From an optimization exercise on the open Yosys and OpenROAD flow, aimed at small area, a short achievable clock period and few clock cycles; shortcuts taken in it are not production practice.
RTL that was checked went through simulation tests only; none was proved equivalent to the original.
Power and IR drop assume default switching activity.

v34:
## p1load_sync
module p1load_sync (
    input  wire        clk,
    input  wire        rst,
    input  wire        cmd_valid,
    output wire        cmd_ready,
    input  wire [71:0] cmd_data,
    output reg         rsp_valid,
    output wire [2:0]  rsp_status,
    output wire [31:0] rsp_data,
    output wire        trst_req,
    input  wire        trst_ack,
    output wire        tx_valid,
    input  wire        tx_ready,
    output wire [7:0]  tx_data,
    output wire        tx_last,
    output wire        rx_req,
    output wire [3:0]  rx_max,
    output wire [31:0] rx_timeout,
    input  wire        rx_valid,
    input  wire [7:0]  rx_data,
    input  wire        rx_last,
    input  wire        rx_empty,
    output reg         prog_valid,
    output reg  [2:0]  prog_phase,
    output wire [31:0] prog_offset,
    output wire [31:0] prog_total,
    output wire [12:0] img_addr,
    input  wire [31:0] img_data,
    input  wire [31:0] img_len
);
clock: 8.0 ns
lec_check: 0
cap_margin: 20
core_margin: 2
core_utilization: 45
cts_cluster_diameter: 100
cts_cluster_size: 20
setup_slack_margin: 5.0
slew_margin: 20
tns_end_percent: 40
standard.sh (not shown) runs the stock make flow with config.mk's settings and CLKGATE_MAP_FILE= SYNTH_SCRIPT=/design/flow/synth_recipe.tcl, a recipe that flattens the netlist after the stock synthesis.
==> flow/flow/run.sh <==
#!/bin/bash
# The standard layout, with plain buf_1 cells as the port buffers
# (every input and output port still gets its own buffer).
set -euo pipefail
export BUFFER_PORTS_ARGS="-buffer_cell sky130_fd_sc_hd__buf_1"
bash standard.sh > orfs_flow.log 2>&1
v34 closes out successfully: all stages finished, all timing, DRC and antenna checks passed.
Testbench counts of v34, summed over its fixed seeds: cycles 50,294.
The inputs of v22 differ from those of v34 as listed below.
Settings: swapping 40 for 20 in TNS_END_PERCENT.
Notes after the runs:
Between v22 and v34, count of antenna diodes in the layout is higher for v22, v34 comes in under that.
Worst setup slack was higher in v22 than in v34.
On reported leakage power, v22 does better than v34.
Re fraction of area in clock buffers and inverters: v34 was higher than v22.
The lower global-route usage came out of v34.
v22 -> v34: vertical extent of the die delta 0, exact match
v22 against v34: wire length of the first global-routing pass higher, sequential area share after synthesis held steady.


p1load_sync, a different RTL version from the one above (not shown whole).
Size in the first run: about 1800 cells after synthesis, roughly 310 flip-flops, ~17000 um^2 of cells after synthesis.
==> flow/config.mk <==
export PLATFORM = sky130hd
export DESIGN_NAME = p1load_sync
export DESIGN_NICKNAME = p1load_sync
export VERILOG_FILES = /design/flow/design.v
export SDC_FILE = /design/flow/constraint.sdc
export NUM_CORES = 4
export LEC_CHECK = 0
export CAP_MARGIN = 20
export CORE_MARGIN = 2
export CORE_UTILIZATION = 45
export SETUP_SLACK_MARGIN = 5.0
export SLEW_MARGIN = 20
==> flow/constraint.sdc <==
create_clock -name core_clock -period 8.0 [get_ports {clk}]
set_input_delay 1.6000 -clock core_clock [delete_from_list [all_inputs] [get_ports {clk}]]
set_output_delay 1.6000 -clock core_clock [all_outputs]
set_load 0.01 [all_outputs]
==> flow/flow/run.sh <==
#!/bin/bash
# The standard layout, with plain buf_2 cells as the port buffers
# (every input and output port still gets its own buffer).
set -euo pipefail
export BUFFER_PORTS_ARGS="-buffer_cell sky130_fd_sc_hd__buf_2"
bash standard.sh > orfs_flow.log 2>&1
Rerun with:
==> flow/run.sh (new file) <==
#!/bin/bash
# synth_recipe.tcl (not shown) runs the flow's synth.tcl, then flattens the netlist and writes it again
# the make line also repeats each setting of config.mk as NAME=value (left out here)
make -C /OpenROAD-flow-scripts/flow DESIGN_CONFIG=/design/flow/config.mk WORK_HOME=/design/flow/orfs CLKGATE_MAP_FILE= SYNTH_SCRIPT=/design/flow/synth_recipe.tcl finish
removed: flow/flow/run.sh
removed: flow/standard.sh
Effect: Non-clock buffer count goes up by 67; wire length goes up by 3.5%; first-iteration DRC count shrinks by 15%; sequential power drops by about 3%; clock power goes up by about 4%; critical path depth stays the same; cell count grows by 2.6%; die area stays the same; power rose by 5.5%.
No functional check of the RTL was part of any run of this note.


Another version of the RTL of p1load_sync (not shown whole).
Size: roughly 300 flip-flops, ~320 I/O pins, ~18000 sq um of cells after synthesis.
==> flow/config.mk <==
export PLATFORM = sky130hd
export DESIGN_NAME = p1load_sync
export DESIGN_NICKNAME = p1load_sync
export VERILOG_FILES = /design/flow/design.v
export SDC_FILE = /design/flow/constraint.sdc
export NUM_CORES = 4
export LEC_CHECK = 0
export CAP_MARGIN = 20
export CORE_MARGIN = 2
export CORE_UTILIZATION = 45
export CTS_BUF_LIST = sky130_fd_sc_hd__clkbuf_4
export SETUP_SLACK_MARGIN = 5.0
export SLEW_MARGIN = 20
==> flow/constraint.sdc <==
create_clock -name core_clock -period 8.0 [get_ports {clk}]
set_input_delay 1.6000 -clock core_clock [delete_from_list [all_inputs] [get_ports {clk}]]
set_output_delay 1.6000 -clock core_clock [all_outputs]
set_load 0.01 [all_outputs]
run.sh (not shown) runs the stock make flow with config.mk's settings and CLKGATE_MAP_FILE= SYNTH_SCRIPT=/design/flow/synth_recipe.tcl, a recipe that flattens the netlist after the stock synthesis.
Stock flow here: none of the scripts above is used.
Edit:
- SETUP_SLACK_MARGIN: 5.0 -> 4.7
Synthesized cell count stays the same.
Sequential share of layout area increases by 1.5 points.
Core utilization decreases by 2.4 points.
Function was not checked in any run of this note: the RTL went through the layout flow alone.


Another version of the RTL of p1load_sync (not shown whole).
Size: about 1800 cells after synthesis, about 300 flip-flops, ~320 I/O pins, roughly 17000 sq um of cells after synthesis.
clock: 8.0 ns
lec_check: 0
cap_margin: 20
core_margin: 2
core_utilization: 45
cts_cluster_diameter: 100
cts_cluster_size: 20
place_density: 0.8
setup_slack_margin: 5.0
slew_margin: 20
tns_end_percent: 5
standard.sh (not shown) runs the stock make flow with config.mk's settings and CLKGATE_MAP_FILE= SYNTH_SCRIPT=/design/flow/synth_recipe.tcl, a recipe that flattens the netlist after the stock synthesis.
==> flow/flow/run.sh <==
#!/bin/bash
# The standard layout, with plain buf_1 cells as the port buffers
# (every input and output port still gets its own buffer).
set -euo pipefail
export BUFFER_PORTS_ARGS="-buffer_cell sky130_fd_sc_hd__buf_1"
bash standard.sh > orfs_flow.log 2>&1
The baseline went through all stages and came out clean.
Testbench counts at the start, summed over its fixed seeds: cycles 50,294.
Change:
- PLACE_DENSITY: 0.8 -> default
- SETUP_SLACK_MARGIN: 5.0 -> 4.8
- TNS_END_PERCENT: 5 -> 10
What happened:
- clock skew went up by 4.0 ps
- register-to-register slack is worse by 110 ps
- power fell by 2.0%
Change:
- GPL_ROUTABILITY_DRIVEN: default -> 0
- SETUP_SLACK_MARGIN: 4.8 -> 5.0
- TNS_END_PERCENT: 10 -> 20
Outcome:
- worst setup slack gets better by 150 ps
- final area climbs by a few percent
- sequential power falls slightly
- count of clock-buffer cells in the layout goes up by 2
- non-clock buffer count is higher by 43
- maximum frequency grows by a few percent
- total power went up by a few percent


## before
Another version of the RTL of p1load_sync (not shown whole).
Size: roughly 1700 cells after synthesis, roughly 300 flip-flops, ~320 I/O pins, ~0.016 mm^2 of cells after synthesis.
clock: 8.0 ns
lec_check: 0
cap_margin: 20
core_margin: 2
core_utilization: 45
cts_cluster_diameter: 100
cts_cluster_size: 20
setup_slack_margin: 5.0
slew_margin: 20
tns_end_percent: 5
==> flow/flow/run.sh <==
#!/bin/bash
# The standard layout, with plain buf_1 cells as the port buffers
# (every input and output port still gets its own buffer), and the
# resizer's downsizing of gates off the critical paths after routing.
set -euo pipefail
export BUFFER_PORTS_ARGS="-buffer_cell sky130_fd_sc_hd__buf_1"
export RECOVER_POWER=100
bash standard.sh > orfs_flow.log 2>&1
Finished, but not clean: before, with max-capacitance violations, max-slew violations.
Testbench counts of before, summed over its fixed seeds: cycles 50,294.
The following lists how after was set up differently from before:
- PLACE_DENSITY now 0.8, previously not set
==> flow/flow/run.sh <==
#!/bin/bash
# The standard layout, with plain buf_1 cells as the port buffers
# (every input and output port still gets its own buffer).
set -euo pipefail
export BUFFER_PORTS_ARGS="-buffer_cell sky130_fd_sc_hd__buf_1"
bash standard.sh > orfs_flow.log 2>&1
Notes after the runs:
- Changes observed in after relative to before: transition time of the tightest slew-check pin has decreased; cell area higher.
- Compared with before, after improves wire length after detailed routing.
- As far as count of flip-flops and latches goes, before and after are indistinguishable; the numbers are identical.
- after has completed all stages; timing, DRC and antenna checks passed.
- On post-CTS setup-driven buffer insertion count: after sits above before.
- Min total track usage across after and before: after
- Design internal power: after < before
- Vias: after more than before
- Against before, final worst hold slack in after came out better.


Setup of v16:
Starting RTL as in the previous note.
clock: 8.0 ns
lec_check: 0
cap_margin: 20
core_margin: 2
core_utilization: 55
setup_slack_margin: 5.0
slew_margin: 20
tns_end_percent: 5
==> flow/flow/run.sh <==
#!/bin/bash
# The standard layout, with plain buf_1 cells as the port buffers
# (every input and output port still gets its own buffer).
set -euo pipefail
export BUFFER_PORTS_ARGS="-buffer_cell sky130_fd_sc_hd__buf_1"
bash standard.sh > orfs_flow.log 2>&1
v16 finished all stages; the layout is clean.
Testbench counts of v16, summed over its fixed seeds: cycles 50,294.
## Diff of input files: v35 against v16
- an added CTS_CLUSTER_SIZE of 20
- an added CTS_CLUSTER_DIAMETER of 100
- a change of TNS_END_PERCENT from 5 to 20
- a change of CORE_UTILIZATION from 55 to 45
Results
- Across both runs, inserted tap cell count was higher for v35 than for v16.
- Total chip power (v35 / v16): 0.887
- On fraction of area in registers, v35 and v16 are basically level.
- v16 -> v35: met2 wirelength from detailed routing decreased by a few percent
- Of v35 and v16, it is v35 that has the lower worst-case vdd ir drop.
- Final area: v35 vs v16, no meaningful difference
- The lower number of clock-tree buffers in the layout of v35 and v16 is in v35.


Another version of the RTL of p1load_sync (not shown whole).
Size: roughly 1,700 cells after synthesis, about 0.016 mm² of cells after synthesis.
==> flow/design.v (excerpt) <==
module p1load_sync (
    input  wire        clk,
    input  wire        rst,
    input  wire        cmd_valid,
    output wire        cmd_ready,
    input  wire [71:0] cmd_data,
    output reg         rsp_valid,
    output wire [2:0]  rsp_status,
    output wire [31:0] rsp_data,
    output wire        trst_req,
    input  wire        trst_ack,
    output wire        tx_valid,
    input  wire        tx_ready,
    output wire [7:0]  tx_data,
    output wire        tx_last,
    output wire        rx_req,
    output wire [3:0]  rx_max,
    output wire [31:0] rx_timeout,
    input  wire        rx_valid,
    input  wire [7:0]  rx_data,
    input  wire        rx_last,
    input  wire        rx_empty,
    output reg         prog_valid,
    output reg  [2:0]  prog_phase,
    output wire [31:0] prog_offset,
    output wire [31:0] prog_total,
    output wire [12:0] img_addr,
    input  wire [31:0] img_data,
    input  wire [31:0] img_len
);
    localparam [2:0] S_OK = 3'd0, S_TIMEOUT = 3'd1, S_ERROR = 3'd2,
                     S_PRECOND = 3'd3, S_ILLEGAL = 3'd4;
    localparam [1:0] SESS_READY = 2'd0, SESS_LINKED = 2'd1,
  ...
==> flow/config.mk <==
export PLATFORM = sky130hd
export DESIGN_NAME = p1load_sync
export DESIGN_NICKNAME = p1load_sync
export VERILOG_FILES = /design/flow/design.v
export SDC_FILE = /design/flow/constraint.sdc
export NUM_CORES = 4
export LEC_CHECK = 0
export CAP_MARGIN = 20
export CORE_MARGIN = 2
export CORE_UTILIZATION = 45
export SETUP_SLACK_MARGIN = 5.0
export SLEW_MARGIN = 20
export TNS_END_PERCENT = 5
==> flow/constraint.sdc <==
create_clock -name core_clock -period 8.0 [get_ports {clk}]
set_input_delay 1.6000 -clock core_clock [delete_from_list [all_inputs] [get_ports {clk}]]
set_output_delay 1.6000 -clock core_clock [all_outputs]
set_load 0.01 [all_outputs]
Scripts as last shown in full above: flow/flow/run.sh
The first run went through all stages and came out clean.
Edit:
CTS_CLUSTER_SIZE = 30   (was not set)
TNS_END_PERCENT = not set   (was 5)
Result:
- The changed run passed the timing, design-rule and antenna checks
- worst setup slack is better by 0.0064 ns
- non-clock buffer count grows by 41
- wire length goes up by a few percent
- combinational power rises by roughly a tenth
- first-iteration DRC count drops by a few percent
- synthesized cell count is unchanged
- global-route usage went up by 0.80 points
- worst hold slack stays flat
Function was not checked in any run of this note: the RTL went through the layout flow alone.

-- separate check: timing with driven ports --
The results above use ideal ports. As a check the final layouts listed here were re-extracted and re-timed, cells and wires unchanged. Step 1: set_driving_cell puts a clkbuf_16 on clk and a buf_2 on each other input, an assumption about the parent block. Step 2, shift: input delay + t, output delay - t, t = (earliest + latest rising clock arrival at the registers) / 2. This alone moves slack from input paths to output paths. a / b / c = ideal / step 1 / step 2; a / b = the first two.
run	shift t [ns]	slack for setup (ns)	worst setup path at the end	latest minus earliest clock arrival (ns)
v34	0.604	4.920 / 4.859 / 4.390	input to register	0.025 / 0.024
v22	0.585	4.945 / 4.887 / 4.473	input to register	0.037 / 0.036
the first run of note 2	0.596	4.899 / 4.848 / 4.342	input to register	0.020 / 0.020
the second run of note 2	0.608	4.824 / 4.771 / 4.304	input to register	0.029 / 0.028
the first run of note 3	0.839	4.627 / 4.575 / 4.199	input to register	0.074 / 0.074
the second run of note 3	0.828	4.583 / 4.532 / 3.889	input to register	0.051 / 0.052
the first run of note 4	0.577	4.841 / 4.789 / 4.389	input to register	0.030 / 0.029
the second run of note 4	0.580	4.682 / 4.626 / 4.210	input to register	0.034 / 0.034
the third run of note 4	0.587	4.837 / 4.788 / 4.343	input to register	0.041 / 0.042
before	0.570	2.798 / 2.827 / 2.257	input to register	0.030 / 0.030
after	0.569	4.843 / 4.792 / 4.320	input to register	0.032 / 0.032
v16	0.626	4.815 / 4.765 / 4.243	input to register	0.017 / 0.016
v35	0.573	4.891 / 4.837 / 4.382	input to register	0.031 / 0.031
the first run of note 7	0.587	4.905 / 4.855 / 4.374	input to register	0.028 / 0.027
the second run of note 7	0.594	4.911 / 4.860 / 4.369	input to register	0.030 / 0.030
For the second run of note 3, which loses most, drivers alone change the setup slack by -0.051 ns; drivers and shift together by -0.694 ns.
